Context: an optimization exercise on an open-source flow, tuned for small area and a short achievable clock period. The choices shown serve that exercise and are no tape-out recipe. In this exercise RTL edits were held to simulation tests only and were not proved equivalent to the original. No activity file was given, so power comes from the tool's default toggle rates.

[run.sh]
#!/bin/bash
# synth_recipe.tcl (not shown) runs the flow's synth.tcl, then flattens the netlist and writes it again
# the make line also repeats each setting of config.mk as NAME=value (left out here)
make -C /OpenROAD-flow-scripts/flow DESIGN_CONFIG=/design/flow/config.mk WORK_HOME=/design/flow/orfs CLKGATE_MAP_FILE= SYNTH_SCRIPT=/design/flow/synth_recipe.tcl finish
[config.mk]
export PLATFORM = sky130hd
export DESIGN_NAME = sqan_rxsync
export DESIGN_NICKNAME = sqan_rxsync
export VERILOG_FILES = /design/flow/design.v
export SDC_FILE = /design/flow/constraint.sdc
export NUM_CORES = 4
export LEC_CHECK = 0
export CAP_MARGIN = 20
export CORE_MARGIN = 2
export CORE_UTILIZATION = 40
export SLEW_MARGIN = 20
[constraint.sdc]
create_clock -name core_clock -period 22.0 [get_ports {clk}]
set_input_delay 4.4000 -clock core_clock [delete_from_list [all_inputs] [get_ports {clk}]]
set_output_delay 4.4000 -clock core_clock [all_outputs]
set_load 0.01 [all_outputs]
[design.v]
module sqan_rxsync (
    input  wire         clk,
    input  wire         rst,                  
    input  wire [1:0]   in_cmd,
    input  wire [15:0]  in_i,
    input  wire [15:0]  in_q,
    input  wire [6:0]   cfg_percent,          
    input  wire [1:0]   cfg_hdr_w,            
    input  wire [11:0]  cfg_header,           
    input  wire         cfg_byte_timing,      
    input  wire [7:0]   cfg_timing_interval,  
    input  wire [4:0]   cfg_slot_bits,        
    input  wire [7:0]   cfg_sync0,            
    input  wire [7:0]   cfg_sync1,            
    input  wire         cfg_screen,           
    input  wire         cfg_esc_en,           
    input  wire [7:0]   cfg_esc_marker,       
    input  wire [7:0]   cfg_esc_xor,          
    input  wire [2:0]   cfg_esc_extra,        
    output reg          flush_valid,
    output reg          flush_emit,
    output reg  [4:0]   flush_n,
    output reg          flush_sync,
    output reg          flush_overflow,
    output reg  [127:0] flush_bytes,          
    output wire         st_searching,
    output wire         st_inverted,
    output wire         st_ignore,
    output wire [4:0]   st_count
);
    reg        [6:0]  pct;              
    reg        [11:0] xr;               
    reg               searching;
    reg        [11:0] window;           
    reg               inverted;
    reg        [4:0]  bit_cnt;
    reg        [6:0]  temp;             
    reg               ignore_hdr;
    reg        [7:0]  slots_left;
    reg        [7:0]  dataout [0:15];
    reg        [4:0]  idx;
    reg               sync_found;
    reg               match_idx;
    reg               overflow;
    assign st_searching = searching;
    assign st_inverted  = inverted;
    assign st_ignore    = ignore_hdr;
    assign st_count     = idx;
    wire is_sample   = (in_cmd == 2'd1);
    wire is_scan_end = (in_cmd == 2'd2);
    wire raw;
    sqan_thr u_thr (.x(in_i[11:0]), .xr(xr), .p(pct), .raw(raw));
    wire inv_eff = !searching && inverted;    
    reg [11:0] hdr_mask;
    always @(*) begin
        case (cfg_hdr_w)
            2'd0:    hdr_mask = 12'h0FF;
            2'd1:    hdr_mask = 12'h1FF;
            2'd2:    hdr_mask = 12'h7FF;
            default: hdr_mask = 12'hFFF;
        endcase
    end
    wire [11:1] hdr_diff = (window[10:0] ^ cfg_header[11:1]) & hdr_mask[11:1];
    wire        hi_norm  = (hdr_diff == 11'd0);
    wire        hi_inv   = (hdr_diff == hdr_mask[11:1]);
    wire        mn1 = hi_norm &&  cfg_header[0];    
    wire        mn0 = hi_norm && !cfg_header[0];
    wire        mi1 = hi_inv  && !cfg_header[0];    
    wire        mi0 = hi_inv  &&  cfg_header[0];
    wire       byte_done = ignore_hdr ? (bit_cnt + 5'd1 == cfg_slot_bits) : (bit_cnt == 5'd7);
    wire       lt32 = (temp[6:4] == 3'd0);
    wire       esc0 = cfg_esc_en && (lt32 || (cfg_esc_extra[0] && temp == 7'h20));
    wire       esc1 = cfg_esc_en && (lt32 || (cfg_esc_extra[1] && temp == 7'h3F)
                                         || (cfg_esc_extra[2] && temp == 7'h7F));
    wire [7:0] sync_expect = match_idx ? cfg_sync1 : cfg_sync0;
    wire       hit_hi      = (temp == sync_expect[7:1]);
    wire       hit0        = hit_hi && !sync_expect[0];
    wire       hit1        = hit_hi &&  sync_expect[0];
    wire       room0  = !idx[4];
    wire       room1  = (idx < 5'd15);
    wire [7:0] slots_dec = slots_left - 8'd1;
    wire       slots_end = (slots_dec == 8'd0);
    wire       tint_nz   = (cfg_timing_interval != 8'd0);
    reg [12:0] nsv [0:1];
    integer    b;
    reg        s_, inv_, clr_, ov_, fnd_, mx_, ign_, ld_, mn_, mi_, esc_, hit_, found_nx, enter;
    reg [4:0]  ix_;
    always @(*) begin
        for (b = 0; b < 2; b = b + 1) begin
            mn_  = b ? mn1  : mn0;
            mi_  = b ? mi1  : mi0;
            esc_ = b ? esc1 : esc0;
            hit_ = b ? hit1 : hit0;
            s_ = searching; inv_ = inverted; clr_ = 1'b0; ix_ = idx; ov_ = overflow;
            fnd_ = sync_found; mx_ = match_idx; ign_ = ignore_hdr; ld_ = 1'b0;
            found_nx = sync_found || (hit_ && match_idx);
            enter    = cfg_byte_timing && found_nx && tint_nz;
            if (searching) begin
                if (mn_ || mi_) begin
                    s_ = 1'b0; inv_ = mi_; clr_ = 1'b1;
                end
            end else if (byte_done) begin
                clr_ = 1'b1;
                ix_  = !room0 ? idx : (esc_ && room1) ? idx + 5'd2 : idx + 5'd1;
                if (!room0 || (esc_ && !room1)) ov_ = 1'b1;
                fnd_ = found_nx;
                mx_  = hit_ && !match_idx;
                if (ignore_hdr) begin
                    if (slots_end) begin
                        ign_ = 1'b0; s_ = 1'b1;
                    end
                end else if (enter) begin
                    ign_ = 1'b1; ld_ = 1'b1;
                end else begin
                    s_ = 1'b1;
                end
            end
            nsv[b] = {s_, inv_, clr_, ix_, ov_, fnd_, mx_, ign_, ld_};
        end
    end
    wire [12:0] ns_r0 = inv_eff ? nsv[1] : nsv[0];
    wire [12:0] ns_r1 = inv_eff ? nsv[0] : nsv[1];
    wire [12:0] ns    = raw ? ns_r1 : ns_r0;
    wire        rx    = raw ^ inv_eff;
    wire assemble = is_sample && !searching;
    wire complete = assemble && byte_done;
    always @(posedge clk)
        pct <= cfg_percent;
    always @(posedge clk) begin
        if (rst) begin
            xr            <= 12'd0;
            searching     <= 1'b1;
            window        <= 12'd0;
            inverted      <= 1'b0;
            bit_cnt       <= 5'd0;
            ignore_hdr    <= 1'b0;
            slots_left    <= 8'd0;
            idx           <= 5'd0;
            sync_found    <= 1'b0;
            match_idx     <= 1'b0;
            overflow      <= 1'b0;
        end else if (is_sample) begin
            xr <= in_i[11:0];
            if (searching)
                window <= {window[10:0], raw};
            {searching, inverted} <= ns[12:11];
            bit_cnt <= ns[10] ? 5'd0 : (assemble ? bit_cnt + 5'd1 : bit_cnt);
            {idx, overflow, sync_found, match_idx, ignore_hdr} <= ns[9:1];
            if (!searching && byte_done) begin
                if (ignore_hdr)
                    slots_left <= slots_dec;
                else if (ns[0])
                    slots_left <= cfg_timing_interval;
            end
        end else if (is_scan_end) begin
            idx        <= 5'd0;
            sync_found <= 1'b0;
            match_idx  <= 1'b0;
            overflow   <= 1'b0;
        end
    end
    always @(posedge clk)
        if (assemble)
            temp <= {temp[5:0], rx};
    wire [7:0] out0_0 = esc0 ? cfg_esc_marker : {temp, 1'b0};
    wire [7:0] out0_1 = esc1 ? cfg_esc_marker : {temp, 1'b1};
    wire [7:0] out1_0 = {temp, 1'b0} ^ cfg_esc_xor;
    wire [7:0] out1_1 = {temp, 1'b1} ^ cfg_esc_xor;
    wire [7:0] out0   = rx ? out0_1 : out0_0;
    wire [7:0] out1   = rx ? out1_1 : out1_0;
    wire       do_esc = rx ? esc1 : esc0;
    wire [7:0] bus_even = idx[0] ? out1 : out0;
    wire [7:0] bus_odd  = idx[0] ? out0 : out1;
    genvar k;
    generate
        for (k = 0; k < 16; k = k + 1) begin : g_cell
            wire wr = (idx == k) || (do_esc && idx + 5'd1 == k);
            always @(posedge clk)
                if (!rst && complete && wr)
                    dataout[k] <= (k % 2 == 0) ? bus_even : bus_odd;
        end
    endgenerate
    integer j;
    always @(posedge clk) begin
        flush_valid <= !rst && is_scan_end;
        if (!rst && is_scan_end) begin
            flush_emit     <= (idx != 5'd0) && (!cfg_screen || sync_found);
            flush_n        <= idx;
            flush_sync     <= sync_found;
            flush_overflow <= overflow;
            for (j = 0; j < 16; j = j + 1)
                flush_bytes[8*j +: 8] <= dataout[j];
        end
    end
endmodule
module sqan_thr (
    input  wire [11:0] x,
    input  wire [11:0] xr,
    input  wire [6:0]  p,
    output wire        raw
);
    wire t0 = p[0] & ~xr[0];
    wire t1 = p[0] & ~xr[1];
    wire t2 = p[0] & ~xr[2];
    wire t3 = p[0] & ~xr[3];
    wire t4 = p[0] & ~xr[4];
    wire t5 = p[0] & ~xr[5];
    wire t6 = p[0] & ~xr[6];
    wire t7 = p[0] & ~xr[7];
    wire t8 = p[0] & ~xr[8];
    wire t9 = p[0] & ~xr[9];
    wire t10 = p[0] & ~xr[10];
    wire t11 = ~(p[0] & ~xr[11]);
    wire t12 = p[1] & ~xr[0];
    wire t13 = p[1] & ~xr[1];
    wire t14 = p[1] & ~xr[2];
    wire t15 = p[1] & ~xr[3];
    wire t16 = p[1] & ~xr[4];
    wire t17 = p[1] & ~xr[5];
    wire t18 = p[1] & ~xr[6];
    wire t19 = p[1] & ~xr[7];
    wire t20 = p[1] & ~xr[8];
    wire t21 = p[1] & ~xr[9];
    wire t22 = p[1] & ~xr[10];
    wire t23 = ~(p[1] & ~xr[11]);
    wire t24 = p[2] & ~xr[0];
    wire t25 = p[2] & ~xr[1];
    wire t26 = p[2] & ~xr[2];
    wire t27 = p[2] & ~xr[3];
    wire t28 = p[2] & ~xr[4];
    wire t29 = p[2] & ~xr[5];
    wire t30 = p[2] & ~xr[6];
    wire t31 = p[2] & ~xr[7];
    wire t32 = p[2] & ~xr[8];
    wire t33 = p[2] & ~xr[9];
    wire t34 = p[2] & ~xr[10];
    wire t35 = ~(p[2] & ~xr[11]);
    wire t36 = p[3] & ~xr[0];
    wire t37 = p[3] & ~xr[1];
    wire t38 = p[3] & ~xr[2];
    wire t39 = p[3] & ~xr[3];
    wire t40 = p[3] & ~xr[4];
    wire t41 = p[3] & ~xr[5];
    wire t42 = p[3] & ~xr[6];
    wire t43 = p[3] & ~xr[7];
    wire t44 = p[3] & ~xr[8];
    wire t45 = p[3] & ~xr[9];
    wire t46 = p[3] & ~xr[10];
    wire t47 = ~(p[3] & ~xr[11]);
    wire t48 = p[4] & ~xr[0];
    wire t49 = p[4] & ~xr[1];
    wire t50 = p[4] & ~xr[2];
    wire t51 = p[4] & ~xr[3];
    wire t52 = p[4] & ~xr[4];
    wire t53 = p[4] & ~xr[5];
    wire t54 = p[4] & ~xr[6];
    wire t55 = p[4] & ~xr[7];
    wire t56 = p[4] & ~xr[8];
    wire t57 = p[4] & ~xr[9];
    wire t58 = p[4] & ~xr[10];
    wire t59 = ~(p[4] & ~xr[11]);
    wire t60 = p[5] & ~xr[0];
    wire t61 = p[5] & ~xr[1];
    wire t62 = p[5] & ~xr[2];
    wire t63 = p[5] & ~xr[3];
    wire t64 = p[5] & ~xr[4];
    wire t65 = p[5] & ~xr[5];
    wire t66 = p[5] & ~xr[6];
    wire t67 = p[5] & ~xr[7];
    wire t68 = p[5] & ~xr[8];
    wire t69 = p[5] & ~xr[9];
    wire t70 = p[5] & ~xr[10];
    wire t71 = ~(p[5] & ~xr[11]);
    wire t72 = p[6] & ~xr[0];
    wire t73 = p[6] & ~xr[1];
    wire t74 = p[6] & ~xr[2];
    wire t75 = p[6] & ~xr[3];
    wire t76 = p[6] & ~xr[4];
    wire t77 = p[6] & ~xr[5];
    wire t78 = p[6] & ~xr[6];
    wire t79 = p[6] & ~xr[7];
    wire t80 = p[6] & ~xr[8];
    wire t81 = p[6] & ~xr[9];
    wire t82 = p[6] & ~xr[10];
    wire t83 = ~(p[6] & ~xr[11]);
    wire t84 = ~xr[11];
    wire t85 = p[5] ^ t5;
    wire t86 = p[5] & t5;
    wire t87 = p[6] ^ t6 ^ t17;
    wire t88 = (p[6] & t6) | (p[6] & t17) | (t6 & t17);
    wire t89 = t28 ^ t39;
    wire t90 = t28 & t39;
    wire t91 = t7 ^ t18 ^ t29;
    wire t92 = (t7 & t18) | (t7 & t29) | (t18 & t29);
    wire t93 = t40 ^ t51;
    wire t94 = t40 & t51;
    wire t95 = t8 ^ t19 ^ t30;
    wire t96 = (t8 & t19) | (t8 & t30) | (t19 & t30);
    wire t97 = t41 ^ t52;
    wire t98 = t41 & t52;
    wire t99 = t9 ^ t20 ^ t31;
    wire t100 = (t9 & t20) | (t9 & t31) | (t20 & t31);
    wire t101 = t42 ^ t53;
    wire t102 = t42 & t53;
    wire t103 = t10 ^ t21 ^ t32;
    wire t104 = (t10 & t21) | (t10 & t32) | (t21 & t32);
    wire t105 = t43 ^ t54;
    wire t106 = t43 & t54;
    wire t107 = 1'b1 ^ t11 ^ t22;
    wire t108 = (1'b1 & t11) | (1'b1 & t22) | (t11 & t22);
    wire t109 = t33 ^ t44 ^ t55;
    wire t110 = (t33 & t44) | (t33 & t55) | (t44 & t55);
    wire t111 = t23 ^ t34 ^ t45;
    wire t112 = (t23 & t34) | (t23 & t45) | (t34 & t45);
    wire t113 = 1'b1 ^ t35;
    wire t114 = 1'b1 & t35;
    wire t115 = p[2] ^ t84;
    wire t116 = p[2] & t84;
    wire t117 = p[3] ^ t3 ^ t14;
    wire t118 = (p[3] & t3) | (p[3] & t14) | (t3 & t14);
    wire t119 = p[4] ^ t4 ^ t15;
    wire t120 = (p[4] & t4) | (p[4] & t15) | (t4 & t15);
    wire t121 = t26 ^ t37;
    wire t122 = t26 & t37;
    wire t123 = t16 ^ t27 ^ t38;
    wire t124 = (t16 & t27) | (t16 & t38) | (t27 & t38);
    wire t125 = t49 ^ t60 ^ t85;
    wire t126 = (t49 & t60) | (t49 & t85) | (t60 & t85);
    wire t127 = t50 ^ t61 ^ t72;
    wire t128 = (t50 & t61) | (t50 & t72) | (t61 & t72);
    wire t129 = t86 ^ t87 ^ t89;
    wire t130 = (t86 & t87) | (t86 & t89) | (t87 & t89);
    wire t131 = t62 ^ t73 ^ t90;
    wire t132 = (t62 & t73) | (t62 & t90) | (t73 & t90);
    wire t133 = t88 ^ t91 ^ t93;
    wire t134 = (t88 & t91) | (t88 & t93) | (t91 & t93);
    wire t135 = t63 ^ t74 ^ t94;
    wire t136 = (t63 & t74) | (t63 & t94) | (t74 & t94);
    wire t137 = t92 ^ t95 ^ t97;
    wire t138 = (t92 & t95) | (t92 & t97) | (t95 & t97);
    wire t139 = t64 ^ t75 ^ t98;
    wire t140 = (t64 & t75) | (t64 & t98) | (t75 & t98);
    wire t141 = t96 ^ t99 ^ t101;
    wire t142 = (t96 & t99) | (t96 & t101) | (t99 & t101);
    wire t143 = t65 ^ t76 ^ t102;
    wire t144 = (t65 & t76) | (t65 & t102) | (t76 & t102);
    wire t145 = t100 ^ t103 ^ t105;
    wire t146 = (t100 & t103) | (t100 & t105) | (t103 & t105);
    wire t147 = t66 ^ t77 ^ t106;
    wire t148 = (t66 & t77) | (t66 & t106) | (t77 & t106);
    wire t149 = t104 ^ t107 ^ t109;
    wire t150 = (t104 & t107) | (t104 & t109) | (t107 & t109);
    wire t151 = t56 ^ t67 ^ t78;
    wire t152 = (t56 & t67) | (t56 & t78) | (t67 & t78);
    wire t153 = t108 ^ t110 ^ t111;
    wire t154 = (t108 & t110) | (t108 & t111) | (t110 & t111);
    wire t155 = t46 ^ t57 ^ t68;
    wire t156 = (t46 & t57) | (t46 & t68) | (t57 & t68);
    wire t157 = t79 ^ t112 ^ t113;
    wire t158 = (t79 & t112) | (t79 & t113) | (t112 & t113);
    wire t159 = 1'b1 ^ t47 ^ t58;
    wire t160 = (1'b1 & t47) | (1'b1 & t58) | (t47 & t58);
    wire t161 = t69 ^ t80 ^ t114;
    wire t162 = (t69 & t80) | (t69 & t114) | (t80 & t114);
    wire t163 = 1'b1 ^ t59 ^ t70;
    wire t164 = (1'b1 & t59) | (1'b1 & t70) | (t59 & t70);
    wire t165 = p[1] ^ t84;
    wire t166 = p[1] & t84;
    wire t167 = t2 ^ t13 ^ t24;
    wire t168 = (t2 & t13) | (t2 & t24) | (t13 & t24);
    wire t169 = t25 ^ t36 ^ t116;
    wire t170 = (t25 & t36) | (t25 & t116) | (t36 & t116);
    wire t171 = t48 ^ t118 ^ t119;
    wire t172 = (t48 & t118) | (t48 & t119) | (t118 & t119);
    wire t173 = t122 ^ t120 ^ t123;
    wire t174 = (t122 & t120) | (t122 & t123) | (t120 & t123);
    wire t175 = t124 ^ t127 ^ t126;
    wire t176 = (t124 & t127) | (t124 & t126) | (t127 & t126);
    wire t177 = t128 ^ t131 ^ t130;
    wire t178 = (t128 & t131) | (t128 & t130) | (t131 & t130);
    wire t179 = t132 ^ t135 ^ t134;
    wire t180 = (t132 & t135) | (t132 & t134) | (t135 & t134);
    wire t181 = t136 ^ t139 ^ t138;
    wire t182 = (t136 & t139) | (t136 & t138) | (t139 & t138);
    wire t183 = t140 ^ t143 ^ t142;
    wire t184 = (t140 & t143) | (t140 & t142) | (t143 & t142);
    wire t185 = t144 ^ t147 ^ t146;
    wire t186 = (t144 & t147) | (t144 & t146) | (t147 & t146);
    wire t187 = t151 ^ t148 ^ t150;
    wire t188 = (t151 & t148) | (t151 & t150) | (t148 & t150);
    wire t189 = t152 ^ t155 ^ t154;
    wire t190 = (t152 & t155) | (t152 & t154) | (t155 & t154);
    wire t191 = t156 ^ t159 ^ t161;
    wire t192 = (t156 & t159) | (t156 & t161) | (t159 & t161);
    wire t193 = t81 ^ t160 ^ t163;
    wire t194 = (t81 & t160) | (t81 & t163) | (t160 & t163);
    wire t195 = t71 ^ t82;
    wire t196 = t71 & t82;
    wire t197 = t1 ^ t12;
    wire t198 = t1 & t12;
    wire t199 = t166 ^ t115 ^ t167;
    wire t200 = (t166 & t115) | (t166 & t167) | (t115 & t167);
    wire t201 = t168 ^ t117 ^ t169;
    wire t202 = (t168 & t117) | (t168 & t169) | (t117 & t169);
    wire t203 = t170 ^ t121 ^ t171;
    wire t204 = (t170 & t121) | (t170 & t171) | (t121 & t171);
    wire t205 = t172 ^ t173 ^ t125;
    wire t206 = (t172 & t173) | (t172 & t125) | (t173 & t125);
    wire t207 = t174 ^ t129 ^ t175;
    wire t208 = (t174 & t129) | (t174 & t175) | (t129 & t175);
    wire t209 = t133 ^ t176 ^ t177;
    wire t210 = (t133 & t176) | (t133 & t177) | (t176 & t177);
    wire t211 = t137 ^ t178 ^ t179;
    wire t212 = (t137 & t178) | (t137 & t179) | (t178 & t179);
    wire t213 = t141 ^ t180 ^ t181;
    wire t214 = (t141 & t180) | (t141 & t181) | (t180 & t181);
    wire t215 = t145 ^ t182 ^ t183;
    wire t216 = (t145 & t182) | (t145 & t183) | (t182 & t183);
    wire t217 = t149 ^ t184 ^ t185;
    wire t218 = (t149 & t184) | (t149 & t185) | (t184 & t185);
    wire t219 = t153 ^ t186 ^ t187;
    wire t220 = (t153 & t186) | (t153 & t187) | (t186 & t187);
    wire t221 = t157 ^ t188 ^ t189;
    wire t222 = (t157 & t188) | (t157 & t189) | (t188 & t189);
    wire t223 = t158 ^ t191 ^ t190;
    wire t224 = (t158 & t191) | (t158 & t190) | (t191 & t190);
    wire t225 = t162 ^ t193 ^ t192;
    wire t226 = (t162 & t193) | (t162 & t192) | (t193 & t192);
    wire t227 = t164 ^ t195 ^ t194;
    wire t228 = (t164 & t195) | (t164 & t194) | (t195 & t194);
    wire t229 = t83 ^ t196;
    wire t230 = t83 & t196;
    wire t231 = p[0] & t0;
    wire t232 = t197 & t165;
    wire t233 = t198 & t199;
    wire t234 = t200 & t201;
    wire t235 = t202 & t203;
    wire t236 = t204 & t205;
    wire t237 = t206 & t207;
    wire t238 = t208 & t209;
    wire t239 = t210 & t211;
    wire t240 = t212 & t213;
    wire t241 = t214 & t215;
    wire t242 = t216 & t217;
    wire t243 = t218 & t219;
    wire t244 = t220 & t221;
    wire t245 = t222 & t223;
    wire t246 = t224 & t225;
    wire t247 = t226 & t227;
    wire t248 = t228 & t229;
    wire t249 = t230 & 1'b0;
    wire t250 = 1'b1 & 1'b0;
    wire t251 = p[0] | t0;
    wire t252 = t197 | t165;
    wire t253 = t198 | t199;
    wire t254 = t200 | t201;
    wire t255 = t202 | t203;
    wire t256 = t204 | t205;
    wire t257 = t206 | t207;
    wire t258 = t208 | t209;
    wire t259 = t210 | t211;
    wire t260 = t212 | t213;
    wire t261 = t214 | t215;
    wire t262 = t216 | t217;
    wire t263 = t218 | t219;
    wire t264 = t220 | t221;
    wire t265 = t222 | t223;
    wire t266 = t224 | t225;
    wire t267 = t226 | t227;
    wire t268 = t228 | t229;
    wire t269 = t230 | 1'b0;
    wire t270 = 1'b1 | 1'b0;
    wire t271 = p[0] ^ t0;
    wire t272 = t197 ^ t165;
    wire t273 = t198 ^ t199;
    wire t274 = t200 ^ t201;
    wire t275 = t202 ^ t203;
    wire t276 = t204 ^ t205;
    wire t277 = t206 ^ t207;
    wire t278 = t208 ^ t209;
    wire t279 = t210 ^ t211;
    wire t280 = t212 ^ t213;
    wire t281 = t214 ^ t215;
    wire t282 = t216 ^ t217;
    wire t283 = t218 ^ t219;
    wire t284 = t220 ^ t221;
    wire t285 = t222 ^ t223;
    wire t286 = t224 ^ t225;
    wire t287 = t226 ^ t227;
    wire t288 = t228 ^ t229;
    wire t289 = t230 ^ 1'b0;
    wire t290 = 1'b1 ^ 1'b0;
    wire t291 = t232 | (t252 & t231);
    wire t292 = t252 & t251;
    wire t293 = t234 | (t254 & t233);
    wire t294 = t254 & t253;
    wire t295 = t236 | (t256 & t235);
    wire t296 = t256 & t255;
    wire t297 = t238 | (t258 & t237);
    wire t298 = t258 & t257;
    wire t299 = t240 | (t260 & t239);
    wire t300 = t260 & t259;
    wire t301 = t242 | (t262 & t241);
    wire t302 = t262 & t261;
    wire t303 = t244 | (t264 & t243);
    wire t304 = t264 & t263;
    wire t305 = t246 | (t266 & t245);
    wire t306 = t266 & t265;
    wire t307 = t248 | (t268 & t247);
    wire t308 = t268 & t267;
    wire t309 = t250 | (t270 & t249);
    wire t310 = t270 & t269;
    wire t311 = t293 | (t294 & t291);
    wire t312 = t294 & t292;
    wire t313 = t297 | (t298 & t295);
    wire t314 = t298 & t296;
    wire t315 = t301 | (t302 & t299);
    wire t316 = t302 & t300;
    wire t317 = t305 | (t306 & t303);
    wire t318 = t306 & t304;
    wire t319 = t309 | (t310 & t307);
    wire t320 = t310 & t308;
    wire t321 = t313 | (t314 & t311);
    wire t322 = t314 & t312;
    wire t323 = t317 | (t318 & t315);
    wire t324 = t318 & t316;
    wire t325 = t323 | (t324 & t321);
    wire t326 = t324 & t322;
    wire t327 = t315 | (t316 & t321);
    wire t328 = t316 & t322;
    wire t329 = t319 | (t320 & t325);
    wire t330 = t320 & t326;
    wire t331 = t295 | (t296 & t311);
    wire t332 = t296 & t312;
    wire t333 = t299 | (t300 & t321);
    wire t334 = t300 & t322;
    wire t335 = t303 | (t304 & t327);
    wire t336 = t304 & t328;
    wire t337 = t307 | (t308 & t325);
    wire t338 = t308 & t326;
    wire t339 = t233 | (t253 & t291);
    wire t340 = t253 & t292;
    wire t341 = t235 | (t255 & t311);
    wire t342 = t255 & t312;
    wire t343 = t237 | (t257 & t331);
    wire t344 = t257 & t332;
    wire t345 = t239 | (t259 & t321);
    wire t346 = t259 & t322;
    wire t347 = t241 | (t261 & t333);
    wire t348 = t261 & t334;
    wire t349 = t243 | (t263 & t327);
    wire t350 = t263 & t328;
    wire t351 = t245 | (t265 & t335);
    wire t352 = t265 & t336;
    wire t353 = t247 | (t267 & t325);
    wire t354 = t267 & t326;
    wire t355 = t249 | (t269 & t337);
    wire t356 = t269 & t338;
    wire t357 = t272 ^ t231;
    wire t358 = t273 ^ t291;
    wire t359 = t274 ^ t339;
    wire t360 = t275 ^ t311;
    wire t361 = t276 ^ t341;
    wire t362 = t277 ^ t331;
    wire t363 = t278 ^ t343;
    wire t364 = t279 ^ t321;
    wire t365 = t280 ^ t345;
    wire t366 = t281 ^ t333;
    wire t367 = t282 ^ t347;
    wire t368 = t283 ^ t327;
    wire t369 = t284 ^ t349;
    wire t370 = t285 ^ t335;
    wire t371 = t286 ^ t351;
    wire t372 = t287 ^ t325;
    wire t373 = t288 ^ t353;
    wire t374 = t289 ^ t337;
    wire t375 = t290 ^ t355;
    wire t376 = ~x[11];
    wire t377 = t362 ^ x[0];
    wire t378 = t362 & x[0];
    wire t379 = t363 ^ x[1] ^ x[2];
    wire t380 = (t363 & x[1]) | (t363 & x[2]) | (x[1] & x[2]);
    wire t381 = t364 ^ x[2] ^ x[3];
    wire t382 = (t364 & x[2]) | (t364 & x[3]) | (x[2] & x[3]);
    wire t383 = t365 ^ x[3] ^ x[4];
    wire t384 = (t365 & x[3]) | (t365 & x[4]) | (x[3] & x[4]);
    wire t385 = t366 ^ x[4] ^ x[5];
    wire t386 = (t366 & x[4]) | (t366 & x[5]) | (x[4] & x[5]);
    wire t387 = x[5] ^ x[6] ^ x[9];
    wire t388 = (x[5] & x[6]) | (x[5] & x[9]) | (x[6] & x[9]);
    wire t389 = t368 ^ x[6] ^ x[7];
    wire t390 = (t368 & x[6]) | (t368 & x[7]) | (x[6] & x[7]);
    wire t391 = x[7] ^ x[8] ^ t369;
    wire t392 = (x[7] & x[8]) | (x[7] & t369) | (x[8] & t369);
    wire t393 = x[8] ^ x[9];
    wire t394 = x[8] & x[9];
    wire t395 = x[9] ^ x[10];
    wire t396 = x[9] & x[10];
    wire t397 = t372 ^ x[10];
    wire t398 = t372 & x[10];
    wire t399 = t361 ^ x[0];
    wire t400 = t361 & x[0];
    wire t401 = x[1] ^ x[4] ^ t377;
    wire t402 = (x[1] & x[4]) | (x[1] & t377) | (x[4] & t377);
    wire t403 = x[5] ^ t378 ^ t379;
    wire t404 = (x[5] & t378) | (x[5] & t379) | (t378 & t379);
    wire t405 = x[6] ^ t380 ^ t381;
    wire t406 = (x[6] & t380) | (x[6] & t381) | (t380 & t381);
    wire t407 = x[7] ^ t382 ^ t383;
    wire t408 = (x[7] & t382) | (x[7] & t383) | (t382 & t383);
    wire t409 = x[8] ^ t384 ^ t385;
    wire t410 = (x[8] & t384) | (x[8] & t385) | (t384 & t385);
    wire t411 = t367 ^ t386 ^ t387;
    wire t412 = (t367 & t386) | (t367 & t387) | (t386 & t387);
    wire t413 = x[10] ^ t388 ^ t389;
    wire t414 = (x[10] & t388) | (x[10] & t389) | (t388 & t389);
    wire t415 = t376 ^ t390 ^ t391;
    wire t416 = (t376 & t390) | (t376 & t391) | (t390 & t391);
    wire t417 = t370 ^ t392 ^ t393;
    wire t418 = (t370 & t392) | (t370 & t393) | (t392 & t393);
    wire t419 = t394 ^ t371 ^ t395;
    wire t420 = (t394 & t371) | (t394 & t395) | (t371 & t395);
    wire t421 = t376 ^ t396 ^ t397;
    wire t422 = (t376 & t396) | (t376 & t397) | (t396 & t397);
    wire t423 = t373 ^ t376 ^ t398;
    wire t424 = (t373 & t376) | (t373 & t398) | (t376 & t398);
    wire t425 = t358 & x[0];
    wire t426 = t359 & x[1];
    wire t427 = t360 & x[2];
    wire t428 = t399 & x[3];
    wire t429 = t400 & t401;
    wire t430 = t402 & t403;
    wire t431 = t404 & t405;
    wire t432 = t406 & t407;
    wire t433 = t408 & t409;
    wire t434 = t410 & t411;
    wire t435 = t412 & t413;
    wire t436 = t414 & t415;
    wire t437 = t416 & t417;
    wire t438 = t418 & t419;
    wire t439 = t420 & t421;
    wire t440 = t422 & t423;
    wire t441 = t424 & t374;
    wire t442 = t358 | x[0];
    wire t443 = t359 | x[1];
    wire t444 = t360 | x[2];
    wire t445 = t399 | x[3];
    wire t446 = t400 | t401;
    wire t447 = t402 | t403;
    wire t448 = t404 | t405;
    wire t449 = t406 | t407;
    wire t450 = t408 | t409;
    wire t451 = t410 | t411;
    wire t452 = t412 | t413;
    wire t453 = t414 | t415;
    wire t454 = t416 | t417;
    wire t455 = t418 | t419;
    wire t456 = t420 | t421;
    wire t457 = t422 | t423;
    wire t458 = t424 | t374;
    wire t459 = t426 | (t443 & t425);
    wire t460 = t443 & t442;
    wire t461 = t428 | (t445 & t427);
    wire t462 = t445 & t444;
    wire t463 = t430 | (t447 & t429);
    wire t464 = t447 & t446;
    wire t465 = t432 | (t449 & t431);
    wire t466 = t449 & t448;
    wire t467 = t434 | (t451 & t433);
    wire t468 = t451 & t450;
    wire t469 = t436 | (t453 & t435);
    wire t470 = t453 & t452;
    wire t471 = t438 | (t455 & t437);
    wire t472 = t455 & t454;
    wire t473 = t440 | (t457 & t439);
    wire t474 = t457 & t456;
    wire t475 = t461 | (t462 & t459);
    wire t476 = t462 & t460;
    wire t477 = t465 | (t466 & t463);
    wire t478 = t466 & t464;
    wire t479 = t469 | (t470 & t467);
    wire t480 = t470 & t468;
    wire t481 = t473 | (t474 & t471);
    wire t482 = t474 & t472;
    wire t483 = t477 | (t478 & t475);
    wire t484 = t478 & t476;
    wire t485 = t481 | (t482 & t479);
    wire t486 = t482 & t480;
    wire t487 = t485 | (t486 & t483);
    wire t488 = t486 & t484;
    wire t489 = t441 | (t458 & t487);
    wire t490 = t458 & t488;
    wire t491 = ~(t375 ^ 1'b0 ^ t489);
    assign raw = t491;
endmodule
==> results of run 1 <==
## synthesized netlist by cell type, types with 6 or more instances
cell,count
o2111ai_1,7
mux2_2,9
fa_1,84
a21oi_1,64
nor2_1,75
o22ai_1,7
or4_1,20
and3_1,9
nand2b_1,42
mux2i_1,30
xnor2_1,27
nor3_1,10
nor4_1,9
dfxtp_1,55
edfxtp_1,271
xor2_1,26
nand2_1,75
clkbuf_1,31
a311oi_1,6
nand4_1,6
o21ai_0,22
ha_1,65
inv_1,147
nor2b_1,37
nand3_1,20
## power breakdown
group	leakage [nW]	internal (mW)	switching, mW
combinational	4.05	0.526	0.764
sequential	2.92	0.759	0.00975
clock	0.601	0.376	0.248
total	7.57	1.66	1.02
## final timing paths
path | from | endpoint | slack, ns | cells after the start
worst max-delay path | pct[6]$_DFF_P_ | dataout[0][5]$_DFFE_PP_ | 12.06 | 27
worst min-delay path | dataout[9][4]$_DFFE_PP_ | flush_bytes[76]$_DFFE_PP_ | 0.41 | 0
worst max register to register | pct[6]$_DFF_P_ | dataout[0][5]$_DFFE_PP_ | 12.06 | 27
worst min register to register | dataout[9][4]$_DFFE_PP_ | flush_bytes[76]$_DFFE_PP_ | 0.41 | 0
## state kept, by name, summed over array words and instances (netlist names), 7 cells and up
name and flops:
pct 7, temp 7, window 11, slots_left 8
dataout 128, xr 12, flush_bytes 128
## cell type report
type | instances | share of cell area
Timing Repair Buffer | 244 | 0.120
Multi-Input combinational cell | 734 | 0.305
Inverter | 150 | 0.0277
Sequential cell | 326 | 0.455
Antenna cell | 1 | 0.000123
Clock inverter | 26 | 0.0161
Tap cell | 525 | 0.0323
Clock buffer | 40 | 0.0451
## layout by cell type (no fill, tap or decap), types with 8 or more instances in the layout
cell	synthesis	final
nor4_1	9	9
nor3_1	10	10
dfxtp_1	55	55
ha_1	65	65
or4_1	20	20
clkbuf_16	0	36
inv_1	147	147
and3_1	9	9
clkdlybuf4s50_1	0	232
nand3_1	20	20
mux2i_1	30	30
fa_1	84	84
o21ai_0	22	22
clkinv_1	2	8
buf_4	0	11
mux2_2	9	9
nor2b_1	37	36
a21oi_1	64	62
nand2b_1	42	42
edfxtp_1	271	271
xnor2_1	27	27
xor2_1	26	26
nand2_1	75	75
nor2_1	75	75
## layer usage
metal	track usage	up-vias
met5	0	-
met4	0.0559	6
met3	0.0361	48
met2	0.284	348
met1	0.247	4879
li1	-	4856
## stage by stage
stage | total power [mW] | instance area (sq um) | std cells | worst slack (ns)
final | 2.68 | 20300 | 2046 | 12.06
after global routing | 2.91 | 20300 | 2046 | 11.27
after CTS | 2.72 | 20300 | 2044 | 11.87
after detailed placement | 2.08 | 19100 | 1978 | 11.76
after global placement | 2.06 | 19000 | 1976 | 11.85
after floorplan | 1.73 | 16100 | 1244 | 10.48
## worst max-delay path, stage by stage, from the launching register on
cell	delay, ns
dfxtp_1	0.47
clkinv_1	0.34
fa_1	0.57
fa_1	0.39
inv_1	0.08
fa_1	0.42
fa_1	0.51
inv_1	0.05
ha_1	0.18
or4_1	0.51
o21a_1	0.23
a2111o_1	0.40
a21oi_1	0.19
a21oi_1	0.12
nor2b_1	0.16
fa_1	0.53
inv_1	0.04
ha_1	0.26
inv_1	0.04
fa_1	0.44
a222oi_1	0.63
o2111ai_1	0.30
o2111ai_1	0.31
o2111ai_1	0.30
nor3_4	0.39
nor2_2	0.26
or4_1	0.58
a21oi_1	0.83
## cell families after synthesis
group,Yosys count,synth area share
DFF,326,0.573
and+or+nand+nor,325,0.104
buffers and inverters,184,0.0438
xor gates and xnor gates,55,0.0316
muxes,39,0.0249
AOI/OAI and AO/OA,163,0.0661
adders and majority gates,152,0.157
==> impl_results.md, run 1 <==
- GRT overflow: 0
- Ys Warns: 3
- Syn Nets: 1501
- Largest net degree at the start of global routing: 90
- Share of flip-flops with an asynchronous set or reset: 0
- Die area: 0.0419 sq mm
- Clock tree buffer depth: 3
- Clock Sinks: 326
- Die boundary width: 205 microns
- Final design utilization: 0.512
- Final Hold Fails: 0
- Critical path startpoint category: flop
- Clk slew on worst S/H paths: 0.06 ns
- CTS H-tree depth: 2
- Top Ports: 253
- Share of Yosys cell area claimed by the top area cell type: 0.505
- Routed length on met3: 2.68 mm
- # rows: 73
- RSZ-0062 raised after global routing: no
- Status: complete, no violations
- Layout cells sized above 1: 0.0599
- WHS: 0.409 ns
- Hold buffers post-CTS: 0
- CTS tree: yes
- Vias in the first global route: 10100
- Sequential fraction of the synthesis area: 0.573
- GP Congestion: 0.843
- Period utilisation layout: 0.452
- Area of the multi-input gates: 0.00619 sq mm
- Routed wire per std cell: 17.9 microns
- TNS Setup: 0 ns
- Leakage: 7.57 nW
- # nets final: 1749
- Yosys cell types: 73
- Syn Area/Cell: 13.0 sq um
- Top sig layer: met5
- Fin. max-slew vios: 0
- Total area of sequential cells: 0.00924 sq mm
- Port bufs: 232
- WL met1: 16.4 mm
- P&R area growth vs syn: 26.1%
- Yosys reg bits: 326
- VDD IR-drop max: 0.106 mV
- Tot GR Track Use: 0.179
- Core Footprint: 0.0397 sq mm
- Syn Inst Count: 1244
- DRC Markers: 0
- PwrDens: 132 mW/mm^2
- Post-Synthesis Cell Area: 0.0161 sq mm
- Initial core utilization: 0.406
- Final setup viols: 0
- Crit path time final: 9.94 ns
- Worst setup EP type: flop
- Die Ht: 205 microns
- Worst relative slew slack: 0.257
- Max Clk Rate: 101 MHz
- Worst Path Required: 22.15 ns
- Least-Margin Pin Slew: 1.10 ns
- Via count: 10100
- Fill cells: 3464
- Starting DRT DRC Count: 749
- Worst-path fanout max: 24
- Met2 WL: 16.8 mm
- Most used DFF post-synth: edfxtp_1
- HP Class: reg -> reg
- First-pass GRT wire length: 56.7 mm
- Most area-hungry cell type in the Yosys netlist: edfxtp_1
- Worst-Skew Late Latency: 0.55 ns
- CTS Buf Count: 36
- Post_cts resized: 0
- Critical path class: reg -> reg
- Post-DRT Antenna Nets: 0
- Synth top area cells: edfxtp_1 (50%), fa_1 (10%), dfxtp_1 (6.8%)
- Vias per inst: 4.95
- HPWL Detailed: 27.4 mm
- Post-synth EDFFs: 271
- Critical path data arrival time: 10.09 ns
- Initial antenna violation count: 4
- Max-cap check violation count: 0
- Final WL: 36.5 mm
- Worst Skew: 0.0302 ns
- Root Buffer: clkbuf_16
- DRT Pass-1 Iters: 5
- Postcts setup bufs: 0
==> run 2: changes to the inputs <==
==> flow/run.sh (new file) <==
#!/bin/bash
# Standard layout, with the port buffers made from the smallest buffer cell
# (buffer_ports otherwise picks sky130_fd_sc_hd__clkdlybuf4s50_1); the resizer
# still upsizes any of them that timing or slew needs.
set -euo pipefail
export BUFFER_PORTS_ARGS="-buffer_cell sky130_fd_sc_hd__buf_1"
bash standard.sh > standard_make.log 2>&1
==> standard.sh (new file) <==
#!/bin/bash
# synth_recipe.tcl (not shown) runs the flow's synth.tcl, then flattens the netlist and writes it again
# the make line also repeats each setting of config.mk as NAME=value (left out here)
make -C /OpenROAD-flow-scripts/flow DESIGN_CONFIG=/design/flow/config.mk WORK_HOME=/design/flow/orfs CLKGATE_MAP_FILE= SYNTH_SCRIPT=/design/flow/synth_recipe.tcl "${@:-finish}"
removed: run.sh
==> impl_results.md, run 2 <==
- Status: complete, no violations
- Clk slew on worst S/H paths: 0.06 ns (about the same)
- Final Hold Fails: 0 (unchanged)
- Design Area, Final: 0.0188 sq mm (-7.7%)
- Largest regs: dataout x128, flush_bytes x128, xr x12
- Post-Synthesis Cell Area: 0.0161 sq mm (unchanged)
- Synth top cells by count: edfxtp_1 (271), inv_1 (147), fa_1 (84)
- Yosys cell types: 73 (unchanged)
- Clock tree buffer depth: 3 (unchanged)
- Die boundary width: 205 microns (unchanged)
- First-pass GRT wire length: 56.2 mm (-0.94%)
- Synth top area cells: edfxtp_1 (50%), fa_1 (10%), dfxtp_1 (6.8%)
- Clock Sinks: 326 (unchanged)
- Total Power: 2.59 mW (-3.6%)
- Post-synth EDFFs: 271 (unchanged)
- Sequential fraction of the synthesis area: 0.573 (unchanged)
- Fill cells: 3623 (+4.6%)
- Most frequent cells in the layout: edfxtp_1 (271), buf_1 (231), inv_1 (147)
- Tot GR Track Use: 0.177 (-0.00234)
- Worst-Skew Late Latency: 0.56 ns (about the same)
- Syn Inst Count: 1244 (unchanged)
- Port bufs: 232 (unchanged)
- Yosys reg bits: 326 (unchanged)
- Layout cells sized above 1: 0.0580 (-0.00182)
- P&R area growth vs syn: 16.3%
- Crit path time final: 10.10 ns (+0.159 ns)
- Max Clk Rate: 99.1 MHz (-1.6%)
- GRT overflow: 0 (unchanged)
- Post-DRT Antenna Nets: 0 (unchanged)
- Hold buffers post-CTS: 0 (unchanged)
- Worst Skew: 0.0430 ns (+0.0127 ns)
- DRC Markers: 0 (unchanged)
- Worst-path fanout max: 24 (unchanged)
- Critical path data arrival time: 10.30 ns (+0.21 ns)
- TNS Setup: 0 ns (unchanged)
- Critical path startpoint category: flop
- XOR/XNOR Fraction of Synth Area: 0.0316 (unchanged)
- Most used DFF post-synth: edfxtp_1
- Ys Warns: 3 (unchanged)
- Via count: 10200 (+0.78%)
- Root Buffer: clkbuf_16
- Crit path launch: pct[6]$_DFF_P_
- Worst Path Required: 22.20 ns (+0.05 ns)
- Vias per inst: 4.99 (+0.78%)
- CTS tree: yes
- Final setup viols: 0 (unchanged)
- Hold path startpoint: dataout[9][5]$_DFFE_PP_
- Least-Margin Pin Slew: 1.07 ns (-0.0312 ns)
- Post-synthesis simple-gate area fraction: 0.104 (unchanged)
- DRT Pass-1 Iters: 7 (+2)
- Met2 usage: 0.274 (-0.0106)
- Die Ht: 205 microns (unchanged)
- Most instantiated library cell after synthesis: edfxtp_1
- Worst setup EP type: flop
- Starting DRT DRC Count: 626 (-16%)
- Max-cap check violation count: 0 (unchanged)
- HPWL Detailed: 26.8 mm (-2.1%)
- Post_cts resized: 0 (unchanged)
- VDD IR-drop max: 0.120 mV (+13%)
- Core Footprint: 0.0397 sq mm (unchanged)
- RR Startpoint: pct[6]$_DFF_P_
- Worst relative slew slack: 0.285 (+0.0276)
- Share of Yosys cell area claimed by the top area cell type: 0.505 (unchanged)
- Adder-cell area share of the yosys netlist: 0.157 (unchanged)
- Top Ports: 253 (unchanged)
- Initial antenna violation count: 5 (+1)
- Vias in the first global route: 9935 (-1.3%)
- # nets final: 1745 (-0.23%)
- Die area: 0.0419 sq mm (unchanged)
- Mux contribution to synthesized area: 0.0249 (unchanged)
- RSZ-0062 raised after global routing: no
- Most common cell after layout, fill and taps aside: edfxtp_1
- Postcts setup bufs: 0 (unchanged)
- Fin. max-slew vios: 0 (unchanged)
- M3 GR Usage: 0.0409 (+0.00477)
- Critical path class: reg -> reg
- Post-DP Area: 0.0176 sq mm (-7.7%)
- Syn Nets: 1501 (unchanged)
- Leakage: 6.88 nW (-9.2%)
- Synth Area in Compound Gates: 0.0661 (unchanged)
- Largest net degree at the start of global routing: 76 (-16%)
- Largest family of logic cells by synthesized area: adder cells
- HP Class: reg -> reg
- Initial core utilization: 0.406 (unchanged)
- CTS H-tree depth: 2 (unchanged)
- WHS: 0.396 ns (-0.0129 ns)
- PwrDens: 138 mW/mm^2 (+4.5%)
- Share of flip-flops with an asynchronous set or reset: 0 (unchanged)
- Final design utilization: 0.472 (-0.0396)
- Syn Area/Cell: 13.0 sq um (unchanged)
- GP Congestion: 0.882 (+4.6%)
- # rows: 73 (unchanged)
- Most area-hungry cell type in the Yosys netlist: edfxtp_1
- Routed wire per std cell: 17.7 microns (-0.64%)
- CTS Buf Count: 36 (unchanged)
- Period utilisation layout: 0.459 (+0.00725)
- GR Util met1: 0.246 (-0.00141)
- Gr busiest metal: met2
- Final WL: 36.3 mm (-0.64%)
## run 2: changes by cell type in the layout (fill, tap and decap cells not counted), sizes merged
cell           previous run  this run
clkbuf                   40        53
buf                      12       239
diode                     1         5
clkdlybuf4s50           232         0
bufinv                    6         1
clkinv                   16         9
## run 2: where the power goes
group          leakage, nW  internal (mW)  switching, mW  total, mW
registers             2.92          0.761         0.0100      0.771
logic                 3.40          0.489          0.746       1.24
clock network        0.555          0.335          0.247      0.582
## run 2: path summary, 6_finish.rpt
path / endpoint / slack, ns / cells past startpoint
worst max register to register: dataout[4][1]$_DFFE_PP_ / 11.90 / 27
worst min register to register: flush_bytes[77]$_DFFE_PP_ / 0.40 / 0
worst max-delay path: dataout[4][1]$_DFFE_PP_ / 11.90 / 27
worst min-delay path: flush_bytes[77]$_DFFE_PP_ / 0.40 / 0
## run 2: area by class of cell
| cell class | instances | area, sq um | share of cell area |
|---|---|---|---|
| clock inverters | 14 | 149 | 0.00794 |
| multi-input cells | 734 | 6200 | 0.331 |
| flip-flops and latches | 326 | 9240 | 0.493 |
| well taps | 525 | 657 | 0.0350 |
| repair buffers | 240 | 932 | 0.0497 |
| diodes | 5 | 12.5 | 0.000667 |
| inverters | 150 | 563 | 0.0300 |
| clock buffers | 52 | 1000 | 0.0534 |
## run 2: cell families (layout without fill, tap and decap cells)
kind of cell | Yosys count | after routing
AOI/OAI and AO/OA | 163 | 163
xor gates and xnor gates | 55 | 55
adders and majority gates | 152 | 152
buffers and inverters | 184 | 456
DFF | 326 | 326
muxes | 39 | 39
other | 0 | 5
and+or+nand+nor | 325 | 325
## run 2: per-stage QoR
step / setup WS (ns) / cells
after global placement: 12.01 / 1975
after CTS: 11.81 / 2041
after global routing: 11.14 / 2045
after floorplan: 10.48 / 1244
after detailed placement: 11.90 / 1975
final: 11.90 / 2046
## run 2: critical path, cell delays in order (launching register included)
cell	delay (ns)
dfxtp_1	0.49
clkinv_1	0.35
fa_1	0.58
fa_1	0.40
inv_1	0.08
fa_1	0.43
fa_1	0.51
inv_1	0.05
ha_1	0.18
or4_1	0.51
o21a_1	0.22
a2111o_1	0.39
a21oi_1	0.21
a21oi_1	0.12
nor2b_1	0.16
fa_1	0.53
inv_1	0.04
ha_1	0.26
inv_1	0.07
fa_1	0.41
a222oi_1	0.64
o2111ai_1	0.29
or2_1	0.35
o2111ai_1	0.46
nor3_4	0.14
nor2_2	0.81
mux2i_1	0.22
a21oi_1	0.82
## run 2: routing by layer
layer / wire (microns) / up-vias
met4: 744 / 2
met2: 16700 / 339
li1: - / 4845
met1: 16100 / 4986
met3: 2770 / 44
met5: 14 / -
==> run 3: changes to the inputs <==
==> flow/run.sh (replaced) <==
#!/bin/bash
# Standard layout with two changes to how it is optimised:
#  - the port buffers are made from the smallest buffer cell (buffer_ports
#    otherwise picks sky130_fd_sc_hd__clkdlybuf4s50_1); the resizer still
#    upsizes any of them that timing or slew needs;
#  - repair_timing aims for a larger setup slack than the constraint needs, so
#    that it shortens the critical paths (the SDC and clock are unchanged).
set -euo pipefail
export BUFFER_PORTS_ARGS="-buffer_cell sky130_fd_sc_hd__buf_1"
export SETUP_SLACK_MARGIN=15
bash standard.sh > standard_make.log 2>&1
==> impl_results.md, run 3 <==
- Clk slew on worst S/H paths: 0.06 ns (about the same)
- Tot GR Track Use: 0.187 (+0.00996)
- Fin. max-slew vios: 0 (unchanged)
- Top sig layer: met5
- Final setup viols: 0 (unchanged)
- Vias in the first global route: 10500 (+5.4%)
- Switching Fraction: 0.387 (-0.000733)
- Routed length on met3: 2.94 mm (+6.5%)
- WL met1: 16.5 mm (+2.6%)
- TNS Setup: 0 ns (unchanged)
- XOR/XNOR Fraction of Synth Area: 0.0316 (unchanged)
- Syn Nets: 1501 (unchanged)
- Switching power: 1.31 mW (+30%)
- GRT overflow: 0 (unchanged)
- Worst-Skew Late Latency: 0.55 ns (about the same)
- Top Ports: 253 (unchanged)
- Final Hold Fails: 0 (unchanged)
- Die area: 0.0419 sq mm (unchanged)
- Worst Skew: 0.0230 ns (-0.0200 ns)
- Status: complete, no violations
- Post-Synthesis Cell Area: 0.0161 sq mm (unchanged)
- Met2 WL: 18.1 mm (+8.6%)
- Root Buffer: clkbuf_16
- Syn Inst Count: 1244 (unchanged)
- WHS: 0.408 ns (+0.0123 ns)
- Clock tree buffer depth: 3 (unchanged)
- Most area-hungry cell type in the Yosys netlist: edfxtp_1
- Total Power: 3.37 mW (+30%)
- Least-Margin Pin Slew: 0.987 ns (-0.0858 ns)
- Critical path data arrival time: 8.40 ns (-1.90 ns)
- Sequential fraction of the synthesis area: 0.573 (unchanged)
- CTS H-tree depth: 2 (unchanged)
- Synth top area cells: edfxtp_1 (50%), fa_1 (10%), dfxtp_1 (6.8%)
- Share of Yosys cell area claimed by the top area cell type: 0.505 (unchanged)
- CP peak stage delay: 0.51 ns (-0.31 ns)
- Largest regs: dataout x128, flush_bytes x128, xr x12
- Most common cell after layout, fill and taps aside: edfxtp_1
- CTS Buf Count: 36 (unchanged)
- Sequential power share: 0.228 (-0.070)
- Critical path class: reg -> reg
- Max Clk Rate: 123 MHz (+24%)
- Worst-path fanout max: 8 (-67%)
- RSZ-0062 raised after global routing: yes
- Placed cells: 1973 (-0.10%)
- Yosys reg bits: 326 (unchanged)
- Post-synth EDFFs: 271 (unchanged)
- Vias per inst: 5.02 (+0.48%)
- Mux contribution to synthesized area: 0.0249 (unchanged)
- Initial antenna violation count: 10 (+5)
- Worst slack at placement: 12.73 ns (+0.827 ns)
- Die boundary width: 205 microns (unchanged)
- Crit path time final: 8.15 ns (-1.95 ns)
- Period utilisation layout: 0.370 (-0.0884)
- Most used DFF post-synth: edfxtp_1
- Final worst slack: 13.85 ns (+1.95 ns)
- Post-DP Area: 0.0180 sq mm (+2.4%)
- Synth Area in Compound Gates: 0.0661 (unchanged)
- Largest net degree at the start of global routing: 73 (-3.9%)
- Most frequent cells in the layout: edfxtp_1 (271), buf_1 (227), inv_1 (143)
- Worst Path Required: 22.25 ns (+0.05 ns)
- Worst relative slew slack: 0.342 (+0.0572)
- GP Congestion: 0.854 (-3.2%)
- DRC Markers: 0 (unchanged)
- # rows: 73 (unchanged)
- Most instantiated library cell after synthesis: edfxtp_1
- Worst setup EP type: flop
- PwrDens: 165 mW/mm^2 (+19%)
- Routed wire per std cell: 18.2 microns (+2.6%)
- DRT Pass-1 Iters: 5 (-2)
- P&R area growth vs syn: 27.1%
- Syn Area/Cell: 13.0 sq um (unchanged)
- Leakage: 7.44 nW (+8.2%)
- Final WL: 38.5 mm (+6.0%)
- Yosys cell types: 73 (unchanged)
- Port bufs: 232 (unchanged)
- Critical path startpoint category: flop
- Initial core utilization: 0.406 (unchanged)
- Max-cap check violation count: 0 (unchanged)
- CTS tree: yes
- Design Area, Final: 0.0205 sq mm (+9.3%)
- Final design utilization: 0.516 (+0.0437)
- HP Class: reg -> reg
- Clock power share: 0.165 (-0.060)
- Fill cells: 3466 (-4.3%)
- VDD IR-drop max: 0.157 mV (+31%)
- Largest family of logic cells by synthesized area: adder cells
- Layout Cells excl Fill: 2114 (+3.3%)
- CP max-delay cell: fa_1
- # nets final: 1816 (+4.1%)
- Layout cells sized above 1: 0.172 (+0.114)
- Starting DRT DRC Count: 538 (-14%)
- Post-synthesis simple-gate area fraction: 0.104 (unchanged)
- Die Ht: 205 microns (unchanged)
- Via count: 10600 (+3.8%)
- Most used cell, CP: fa_1
- Adder-cell area share of the yosys netlist: 0.157 (unchanged)
- First-pass GRT wire length: 59.2 mm (+5.4%)
- P_int: 2.07 mW (+31%)
- Share of flip-flops with an asynchronous set or reset: 0 (unchanged)
- Ys Warns: 3 (unchanged)
- Clock Sinks: 326 (unchanged)
- Post-DRT Antenna Nets: 0 (unchanged)
- Comb pwr share: 0.607 (+0.130)
- Core Footprint: 0.0397 sq mm (unchanged)
- Synth top cells by count: edfxtp_1 (271), inv_1 (147), fa_1 (84)
- HPWL Detailed: 27.3 mm (+1.7%)
-- run 3: cell type report --
class / instances / area [sq um] / share of cell area
Sequential cell: 326 / 9270 / 0.453
Timing Repair Buffer: 309 / 1810 / 0.0885
Multi-Input combinational cell: 736 / 7050 / 0.344
Clock inverter: 15 / 130 / 0.00635
Tap cell: 525 / 657 / 0.0321
Inverter: 150 / 582 / 0.0284
Antenna cell: 4 / 10.0 / 0.000488
Clock buffer: 49 / 970 / 0.0473
-- run 3: kinds of logic after synthesis --
family | Yosys count
AOI/OAI and AO/OA | 163
adders and majority gates | 152
xor gates and xnor gates | 55
and+or+nand+nor | 325
buffers and inverters | 184
DFF | 326
muxes | 39
-- run 3: routing by layer --
metal  track usage  vias to the layer above
met1         0.249                     5185
met5             0                        -
met3        0.0495                       68
li1              -                     4985
met4        0.0541                       12
met2         0.300                      356
-- run 3: worst max-delay path, delay by kind of cell, from the launching register on --
family | cells | cell delay (ns)
buf+inv | 8 | 0.82
simple gates | 5 | 1.29
flops | 1 | 0.34
compound gates | 10 | 2.23
fa+ha+maj | 8 | 3.16
-- run 3: power groups by stage --
stage	clock, mW	combinational, mW	sequential (mW)
floorplan	0	1.04	0.779
global placement	0	1.32	0.784
detailed placement	0	1.34	0.784
CTS	0.574	1.82	0.768
global route	0.599	2.27	0.769
finish	0.558	2.05	0.768
-- run 3: worst paths after layout --
check,from,endpoint,slack [ns],cells after the start
worst max register to register,xr[6]$_SDFFE_PP0P_,dataout[9][6]$_DFFE_PP_,13.85,31
worst min register to register,dataout[7][4]$_DFFE_PP_,flush_bytes[60]$_DFFE_PP_,0.41,0
worst max-delay path,xr[6]$_SDFFE_PP0P_,dataout[9][6]$_DFFE_PP_,13.85,31
worst min-delay path,dataout[7][4]$_DFFE_PP_,flush_bytes[60]$_DFFE_PP_,0.41,0
-- run 3: timing repair --
action,CTS,global route
buffers inserted,59,12
hold buffers,0,0
pin swaps,64,30
gates cloned,2,0
resized for setup,82,31
setup endpoints to repair,282,282

-- port drivers added, routing unchanged --
The flow's constraints put no driver on any port. The routed layouts listed below were extracted and timed again, unchanged, in two steps.
Step 1 (the two cells are an assumption about what drives the block):
set clk [get_ports {clk}]
set_driving_cell -lib_cell sky130_fd_sc_hd__clkbuf_16 $clk
set_driving_cell -lib_cell sky130_fd_sc_hd__buf_2 [delete_from_list [all_inputs] $clk]
Step 2 adds t to the input delays and takes it off the output delays; t is the mean of the earliest and latest rising clock arrival at the registers after step 1. Input paths then give back, and output paths get back, about the clock's delay inside the block.
Slacks: no drivers / after step 1 / after step 2; pairs: no drivers / after step 1.
run	shift t [ns]	slack for setup (ns)	clock arrival spread, ns
run 1	0.591	12.064 / 12.064 / 11.897	0.030 / 0.031
run 2	0.595	11.905 / 11.905 / 11.905	0.043 / 0.043
run 3	0.597	13.850 / 13.850 / 13.286	0.023 / 0.023
After both steps every run listed still meets setup and hold. The setup slack of run 3, which loses most, moves by 0.000 ns with the drivers and by -0.564 ns with both steps.
